From an optimization exercise on the open Yosys and OpenROAD flow, aimed at small area; shortcuts taken in it are not production practice. In this exercise RTL edits were held to simulation tests only and were not proved equivalent to the original. No activity file was given, so power comes from the tool's default toggle rates.

## flow/constraint.sdc

```tcl
create_clock -name core_clock -period 22.0 [get_ports {clk}]
set_input_delay 4.4000 -clock core_clock [delete_from_list [all_inputs] [get_ports {clk}]]
set_output_delay 4.4000 -clock core_clock [all_outputs]
set_load 0.01 [all_outputs]
```

## flow/design.v

```verilog
module bcd_add12 (
    input  wire [47:0] x,
    input  wire [47:0] y,
    input  wire        cin,
    output reg  [47:0] s,
    output reg         cout
);
    integer i;
    reg [4:0] d;
    reg       c;
    always @* begin
        c = cin;
        s = 48'd0;
        for (i = 0; i < 12; i = i + 1) begin
            d = {1'b0, x[4*i +: 4]} + {1'b0, y[4*i +: 4]} + {4'd0, c};
            if (d > 5'd9) begin
                d = d + 5'd6;
                c = 1'b1;
            end else begin
                c = 1'b0;
            end
            s[4*i +: 4] = d[3:0];
        end
        cout = c;
    end
endmodule
module hp_emc (
    input  wire        clk,
    input  wire        rst,
    input  wire        start,
    input  wire [15:0] ir,
    input  wire [15:0] a_in,
    input  wire [15:0] b_in,
    input  wire [15:0] se_in,
    input  wire        dc_in,
    input  wire [47:0] ar1_in,
    input  wire [47:0] ar2_in,
    output wire        ready,
    output reg         done,
    output wire [1:0]  fail,
    output wire [15:0] a_out,
    output wire [15:0] b_out,
    output wire [15:0] se_out,
    output wire        dc_out,
    output wire [47:0] ar1_out,
    output wire [47:0] ar2_out
);
    localparam [3:0] O_OTH = 4'd0,  O_MWA = 4'd1,  O_CMY = 4'd2,  O_CMX = 4'd3,
                     O_FXA = 4'd4,  O_NRM = 4'd5,  O_CDC = 4'd6,  O_FMP = 4'd7,
                     O_FDV = 4'd8,  O_MRX = 4'd9,  O_DRS = 4'd10, O_MRY = 4'd11,
                     O_MLY = 4'd12, O_MPY = 4'd13;
    localparam [2:0] S_IDLE = 3'd0, S_CHK = 3'd1, S_MAIN = 3'd2, S_WB = 3'd3,
                     S_ABSA = 3'd4, S_ABSB = 3'd5;
    reg [47:0] r1, r2;
    reg [15:0] ra, rb, rs, rx;
    reg        dc;
    reg [2:0]  st;
    reg [3:0]  ph;       
    reg [4:0]  cnt;      
    reg [3:0]  op;
    reg        t;        
    reg        s;        
    reg        c;        
    reg        sc;       
    reg        f1, f2;   
    reg [3:0]  dly;      
    assign ready   = (st == S_IDLE);
    assign a_out   = ra;
    assign b_out   = rb;
    assign se_out  = rs;
    assign dc_out  = dc;
    assign ar1_out = r1;
    assign ar2_out = r2;
    wire ld = ready & start;
    reg [3:0] op_in;
    always @* begin
        case (ir)
            16'h7200: op_in = O_MWA;
            16'h7220: op_in = O_CMY;
            16'h7260: op_in = O_CMX;
            16'h7280: op_in = O_FXA;
            16'h7340: op_in = O_NRM;
            16'h73C0: op_in = O_CDC;
            16'h7A00: op_in = O_FMP;
            16'h7A21: op_in = O_FDV;
            16'h7B00: op_in = O_MRX;
            16'h7B21: op_in = O_DRS;
            16'h7B40: op_in = O_MRY;
            16'h7B61: op_in = O_MLY;
            16'h7B8F: op_in = O_MPY;
            default:  op_in = O_OTH;
        endcase
    end
    wire oMWA = (op == O_MWA), oCMY = (op == O_CMY), oCMX = (op == O_CMX),
         oFXA = (op == O_FXA), oNRM = (op == O_NRM), oCDC = (op == O_CDC),
         oFMP = (op == O_FMP), oFDV = (op == O_FDV), oMRX = (op == O_MRX),
         oDRS = (op == O_DRS), oMRY = (op == O_MRY), oMLY = (op == O_MLY),
         oMPY = (op == O_MPY);
    wire sCHK = (st == S_CHK), sMAIN = (st == S_MAIN), sWB = (st == S_WB),
         sABSA = (st == S_ABSA), sABSB = (st == S_ABSB);
    wire ph0  = (ph == 4'd0);
    wire ph11 = (ph == 4'd11);
    wire lo4  = (ph[3:2] == 2'b00);
    wire mid4 = (ph[3:2] == 2'b01);
    wire [3:0] t1 = r1[3:0], t2 = r2[3:0], tA = ra[3:0], tB = rb[3:0],
               tS = rs[3:0], tX = rx[3:0];
    wire isADD = sMAIN & (oFXA | oMWA | oFMP | oFDV);
    wire isCM  = sMAIN & (oCMX | oCMY);
    wire isSHL = sMAIN & (oNRM | oMLY);
    wire isSHR = sMAIN & (oMRX | oMRY | oDRS);
    wire isMUL = sMAIN & oMPY;
    wire isNEG = sWB & oMPY;
    reg [3:0] xr, x, y;
    reg       cin0;
    always @* begin
        if (isADD | (isCM & oCMY))                       xr = t2;
        else if (isCM)                                   xr = t1;
        else if (sABSB | ((isMUL | isNEG) & ph[2]))      xr = tB;
        else                                             xr = tA;
        if (isCM)
            x = {~(xr[3] | xr[2] | xr[1]), xr[2] ^ xr[1], xr[1], ~xr[0]};  
        else if (isMUL)
            x = {xr[2:0], sc & ~ph0};
        else if (sABSA | sABSB | isNEG)
            x = xr ^ {4{t}};
        else
            x = xr;
        if (isADD)
            y = oMWA ? (lo4 ? tB : 4'd0) : t1;
        else if (isMUL & lo4 & t)
            y = tX;
        else
            y = 4'd0;
        if (isADD)      cin0 = (cnt == 5'd0) & dc;
        else if (isCM)  cin0 = 1'b1;
        else if (isMUL) cin0 = 1'b0;
        else            cin0 = t;
    end
    wire       cin  = ph0 ? cin0 : c;
    wire [4:0] sum5 = {1'b0, x} + {1'b0, y} + {4'd0, cin};
    wire       dec  = isADD | isCM;
    wire       gt9  = sum5[4] | (sum5[3] & (sum5[2] | sum5[1]));
    wire [3:0] res  = (dec & gt9) ? (sum5[3:0] + 4'd6) : sum5[3:0];
    wire       co   = dec ? gt9 : sum5[4];
    wire [3:0] stuff = ((cnt == 5'd0) & ~oDRS) ? ra[7:4] : 4'd0;  
    wire       wrAS  = oMLY | oDRS | ((oMRX | oMRY) & (cnt != 5'd0));
    reg [3:0] e1, e2, eA, eB, eS, eX;
    always @* begin
        e1 = t1;
        if (isCM & oCMX)                 e1 = res;
        else if (isSHR & (oMRX | oDRS))  e1 = ph11 ? stuff : r1[7:4];
        e2 = t2;
        if (isADD | (isCM & oCMY))       e2 = res;
        else if (isSHL)                  e2 = ph0 ? (oMLY ? ra[3:0] : 4'd0) : dly;
        else if (isSHR & oMRY)           e2 = ph11 ? stuff : r2[7:4];
        eA = tA;
        if (sABSA & lo4)                 eA = 4'd0;
        else if ((isMUL | isNEG) & lo4)  eA = res;
        else if (sWB & lo4 & (oFMP | wrAS)) eA = ph0 ? dly : 4'd0;
        eB = tB;
        if (sABSB & lo4)                 eB = res;
        else if ((isMUL | isNEG) & mid4) eB = res;
        else if (sWB & lo4 & (oNRM | oFDV))
            eB = ph0 ? cnt[3:0] : ((ph == 4'd1) ? {3'd0, cnt[4]} : 4'd0);
        eS = tS;
        if (sWB & lo4 & wrAS)            eS = ph0 ? dly : 4'd0;
        eX = tX;
        if (sABSA & lo4)                 eX = res;
    end
    function bad;
        input [3:0] d;
        bad = d[3] & (d[2] | d[1]);
    endfunction
    wire chk1 = oFXA | oFMP | oFDV | oCMX;
    wire chk2 = oFXA | oFMP | oFDV | oCMY | oMWA;
    wire stf  = oMRX | oMRY | oMLY;
    wire f1n  = f1 | (chk1 & bad(t1)) | (chk2 & bad(t2)) | (oMWA & bad(tB));
    wire f2n  = f2 | (oFDV ? (|t1) : ((ph[1:0] == 2'b00) ? bad(tA) : (|tA)));
    wire failn = f1n | (oFDV & ~f2n) | (stf & f2n);
    assign fail = f1 ? 2'd1 : (oFDV & ~f2) ? 2'd2 : (stf & f2) ? 2'd3 : 2'd0;
    reg more;
    always @* begin
        more = 1'b0;
        if (sCHK) begin
            if (oNRM)                      more = (t2 == 4'd0);
            else if (oFMP | oMRX | oMRY)   more = (rb[7:4] != 4'd0);
            else                           more = 1'b1;
        end else begin
            if (oNRM)                      more = (dly == 4'd0) & (cnt != 5'd11);
            else if (oFMP | oMRX | oMRY)   more = ((cnt[3:0] + 4'd1) != rb[7:4]);
            else if (oFDV)                 more = ~co & (cnt != 5'd15);
            else if (oMPY)                 more = (cnt != 5'd15);
        end
    end
    always @(posedge clk) begin
        r1 <= {e1, r1[47:4]};
        r2 <= {e2, r2[47:4]};
        ra <= {eA, ra[15:4]};
        rb <= {eB, rb[15:4]};
        rs <= {eS, rs[15:4]};
        rx <= {eX, rx[15:4]};
        c  <= co;
        sc <= xr[3];
        ph <= ph11 ? 4'd0 : ph + 4'd1;
        if (sCHK) begin
            f1 <= f1n;
            f2 <= f2n;
        end
        if (isSHL)
            dly <= t2;
        else if (isSHR & ph0)
            dly <= oMRY ? t2 : t1;
        else if (isADD & oFMP & ph11)
            dly <= dly + {3'd0, co};
        if (sMAIN & ph11 & ~(oFDV & co))
            cnt <= cnt + 5'd1;
        if (isADD & ph11 & (oFXA | oMWA))
            dc <= co;
        else if (sWB & ph0) begin
            if (oNRM)
                dc <= (cnt == 5'd12);
            else if (~(oFXA | oMWA | oMPY | (op == O_OTH)))
                dc <= 1'b0;
        end
        if (ph11) begin
            if (sCHK) begin
                t <= ra[3];
                s <= ra[3];
            end else if (sABSA) begin
                t <= rb[3];
                s <= s ^ rb[3];
            end else begin
                t <= (sMAIN & ~more) ? s : rb[3];
            end
        end
        done <= 1'b0;
        if (ph11) begin
            case (st)
                S_CHK: begin
                    if (failn) begin
                        st   <= S_IDLE;
                        done <= 1'b1;
                    end else if (oMPY)
                        st <= S_ABSA;
                    else if (more & ~(oCDC | (op == O_OTH)))
                        st <= S_MAIN;
                    else
                        st <= S_WB;
                end
                S_MAIN: st <= more ? S_MAIN : S_WB;
                S_ABSA: st <= S_ABSB;
                S_ABSB: st <= S_MAIN;
                S_WB: begin
                    st   <= S_IDLE;
                    done <= 1'b1;
                end
                default: ;
            endcase
        end
        if (ld) begin
            r1  <= ar1_in;
            r2  <= ar2_in;
            ra  <= a_in;
            rb  <= b_in;
            rs  <= se_in;
            dc  <= dc_in;
            op  <= op_in;
            st  <= S_CHK;
            ph  <= 4'd0;
            cnt <= 5'd0;
            f1  <= 1'b0;
            f2  <= 1'b0;
            dly <= 4'd0;
        end
        if (rst) begin
            st   <= S_IDLE;
            done <= 1'b0;
        end
    end
endmodule
```

## flow/run.sh

```bash
#!/bin/bash
# synth_recipe.tcl (not shown) runs the flow's synth.tcl, then flattens the netlist and writes it again
# the make line also repeats each setting of config.mk as NAME=value (left out here)
make -C /OpenROAD-flow-scripts/flow DESIGN_CONFIG=/design/flow/config.mk WORK_HOME=/design/flow/orfs CLKGATE_MAP_FILE= SYNTH_SCRIPT=/design/flow/synth_recipe.tcl finish
```

## flow/config.mk

```make
export PLATFORM = sky130hd
export DESIGN_NAME = hp_emc
export DESIGN_NICKNAME = hp_emc
export VERILOG_FILES = /design/flow/design.v
export SDC_FILE = /design/flow/constraint.sdc
export NUM_CORES = 4
export LEC_CHECK = 0
export CAP_MARGIN = 20
export CORE_MARGIN = 2
export CORE_UTILIZATION = 40
export SLEW_MARGIN = 20
```

==> flow_metrics.tcl <==
set metrics [dict create \
    status "complete, no violations" \
    die-area_sq_um 22700 \
    grt_setup_unrepaired "no" \
    die_x_um 151 \
    cp-end-kind "output pin" \
    synth_fp_nets 1291 \
    hold_viol_final 0 \
    post-route-min-period_ns 7.08 \
    finalWeightedCongestion 0.888 \
    vias 8411 \
    crit_path_end "fail[1]" \
    synth_top_family_by_area "simple AND/OR/NAND/NOR gates" \
    max_stage_delay_ns 0.72 \
    grt_max_degree 91 \
    cpMostUsedCell "nand2_1" \
    drc 0 \
    syn_inst 1110 \
    die_h_um 151 \
    final_cell_mix "nand2_1 (448), clkdlybuf4s50_1 (312), dfxtp_1 (181), o21ai_0 (56), nor2_1 (47)" \
    cts_resized 0 \
    clock-sinks 188 \
    synthSimpleGateAreaFrac_pct 28.8 \
    antenna_found_initial 3 \
    synth-seq-cells 188 \
    rrSetupSlack_ns 15.84 \
    yosys_warnings 1 \
    timing.rr.end "dly[1]" \
    clk_latency_ns 0.43 \
    yosysSeqAreaShare_pct 44.6 \
    clock_skew_ns 0.0116 \
    path_cells "nor2_1 -> nand2_1 -> nand2_1 -> a21oi_1 -> nor3b_1 -> clkdlybuf4s50_1" \
    final_common_cell "nand2_1" \
    rr_worst_depth 22 \
    ant_nets 0 \
    synth_mux_area_share_pct 3.22 \
    finalWorstSetupSlack_ns 14.92 \
    critPathLaunchType "flop" \
    vias_per_cell 5.02 \
    portBuffers 312 \
    synth.distinct_cells 76 \
    worst_slew_pin_slew_ns 1.17 \
    ys.flop_type "dfxtp_1" \
    grt_overflow_total 0 \
    startpoint "op[0]" \
    power_density_nw_per_um2 80.7 \
    synth_xor_area_share_pct 2.81 \
    min_path_type "reg2reg" \
    avgSynthCellArea_sq_um 7.75 \
    place_area_sq_um 11900 \
    cp_slowest_cell "edfxtp_1" \
    critPathMaxFanout 22 \
    fin_area_sq_um 12400 \
    fin_setup_tns_ns 0 \
    fin_crit_sh_pct 32.2 \
    cts_tree "done" \
    clkTransAtPathRegs_ns 0.08 \
    fmax_mhz 141 \
    max-cap-violations 0 \
    grt_use_total_pct 27.9 \
    drt_iter0_markers 589 \
    grt_pass1_wl_um 47500 \
    start_util_pct 40.8 \
    area_growth_pct 44.7 \
    slew_headroom_pct 20.9 \
    cts_setup_buffers 0 \
    reg2reg_from "op[3]" \
    drive_gt1_share_pct 4.07 \
    cts_buffers 17 \
    worst-endpoint-arrival_ns 2.68 \
    core.rowCount 53 \
    wl_um 31700 \
    synth_edf_count 7 \
    htree_levels 4 \
    firstDrtPassIters 5 \
    wl_per_cell_um 18.9 \
    slew_viol_final 0 \
    cts_root_buf "clkbuf_16" \
    synth_compound_area_share_pct 13.9 \
    p_leak_nw 5.38 \
    synth_top_cell_by_area "dfxtp_1" \
    nets 1568 \
    hold_buffers 0 \
    clockBufferDepth 2 \
    ioPinCount 313 \
    yosys-top-cells-area "dfxtp_1 (42%), nand2_1 (20%), o21ai_0 (3.3%)" \
    setup_violations 0 \
    crit_type "reg2out" \
    core_area_sq_um 21100 \
    grt_pass1_vias 8130 \
    dp_slack_ns 14.54 \
    synth_adder_area_share_pct 2.65 \
    crit_required_ns 17.60 \
    synth_top_cell_area_share_pct 42.1 \
    vdd_drop_max_mv 0.0442 \
    async_flop_share_pct 0 \
    hpwl_um 24200 \
    synthesis.area_sq_um 8600 \
]
## report_power, final
group	switching (W)	total, W	internal, W
registers	0.0000449	0.000434	0.000389
clock network	0.000155	0.000307	0.000152
logic	0.000126	0.000263	0.000137
## worst max-delay path: cells and delay by family (launching register included)
kind	cells	cell delay, ns
buffers and inverters	1	0.59
flip-flops	1	0.72
AO/OA/AOI/OAI	1	0.09
AND/OR/NAND/NOR	4	0.84
## Yosys cell counts (11+ instances only)
library cell    n
nand3_1        14
and3_1         11
xnor2_1        17
mux2i_1        22
nor3_1         14
dfxtp_1       181
ha_1           15
a22oi_1        14
a211oi_1       12
nor2_1         47
a21oi_1        32
o21ai_0        56
inv_1          21
nand2_1       449
clkbuf_1       43
## routing by layer
metal	global-route usage, %	part of all wire, %	vias up
li1	-	-	4258
met1	33.9	41	3786
met2	45.5	48	317
met3	10.0	8.9	48
met4	9.86	2.6	2
met5	0	0.041	-
## metrics by stage
stage	hold WS [ns]	utilization, %	instances	total power (W)
after floorplan	0.310	-	1110	0.000542
after global placement	0.311	56.3	1643	0.000704
after detailed placement	0.312	56.3	1643	0.000704
after CTS	0.325	59.0	1675	0.00101
after global routing	0.325	59.0	1675	0.00105
final	0.324	59.0	1677	0.00100
## layout make-up
type	instances	area (sq um)
antenna	2	5.00
tap	275	344
fill	1978	8640
clock inverter	14	144
clock buffer	18	429
timing repair buffer	318	3170
inverter	22	87.6
multi-input combinational	840	4430
sequential	188	3830
## logic make-up (layout without fill, tap and decap cells)
| group | count (synthesis) | count (layout) |
|---|---|---|
| buffers and inverters | 82 | 372 |
| other | 0 | 2 |
| flip-flops | 188 | 188 |
| multiplexers | 27 | 27 |
| AO/OA/AOI/OAI | 181 | 181 |
| adder cells (fa/ha/maj) | 17 | 17 |
| AND/OR/NAND/NOR | 589 | 589 |
| XOR/XNOR | 26 | 26 |
## how the worst min path moves through the flow
stage,start,to,slack (ns),cells after the start
5_1_grt,rx[13],rx[9],0.33,0
2_1_floorplan,rx[4],rx[0],0.31,0
3_3_place_gp,rx[11],rx[7],0.31,0
6_report,rx[13],rx[9],0.32,0
4_1_cts,rx[13],rx[9],0.32,0
3_5_place_dp,rx[15],rx[11],0.31,0
## sequential cells by signal (all words and copies together), names as in the netlist
register,flops
r1,48
r2,48
ra,16
rb,16
rs,16
rx,16
cnt,5
dly,4
op,4
ph,4
st,3
c,1
dc,1
done,1
f1,1
f2,1
s,1
sc,1
t,1

[separate check: timing with driven ports]
No port has a modelled driver above. Below, the same layout with a new extraction and two added sets of constraints.
Step 1 assumes that a clkbuf_16 drives the clock port and a buf_2 every other input.
Step 2 adds t to the input delays and takes it off the output delays; t is the mean of the earliest and latest rising clock arrival at the registers after step 1. Input paths then give back, and output paths get back, about the clock's delay inside the block.
Slacks: no drivers / after step 1 / after step 2; pairs: no drivers / after step 1.
shift t [ns]: 0.477
slack for setup (ns): 14.923 / 14.875 / 14.511
worst hold slack (ns): 0.324 / 0.324 / 0.324
worst setup path after step 2: input to register
slew at the worst register clock pin (ns): 0.08 / 0.08
After both steps this run still meets setup and hold. The setup slack of this run moves by -0.048 ns with the drivers and by -0.412 ns with both steps.
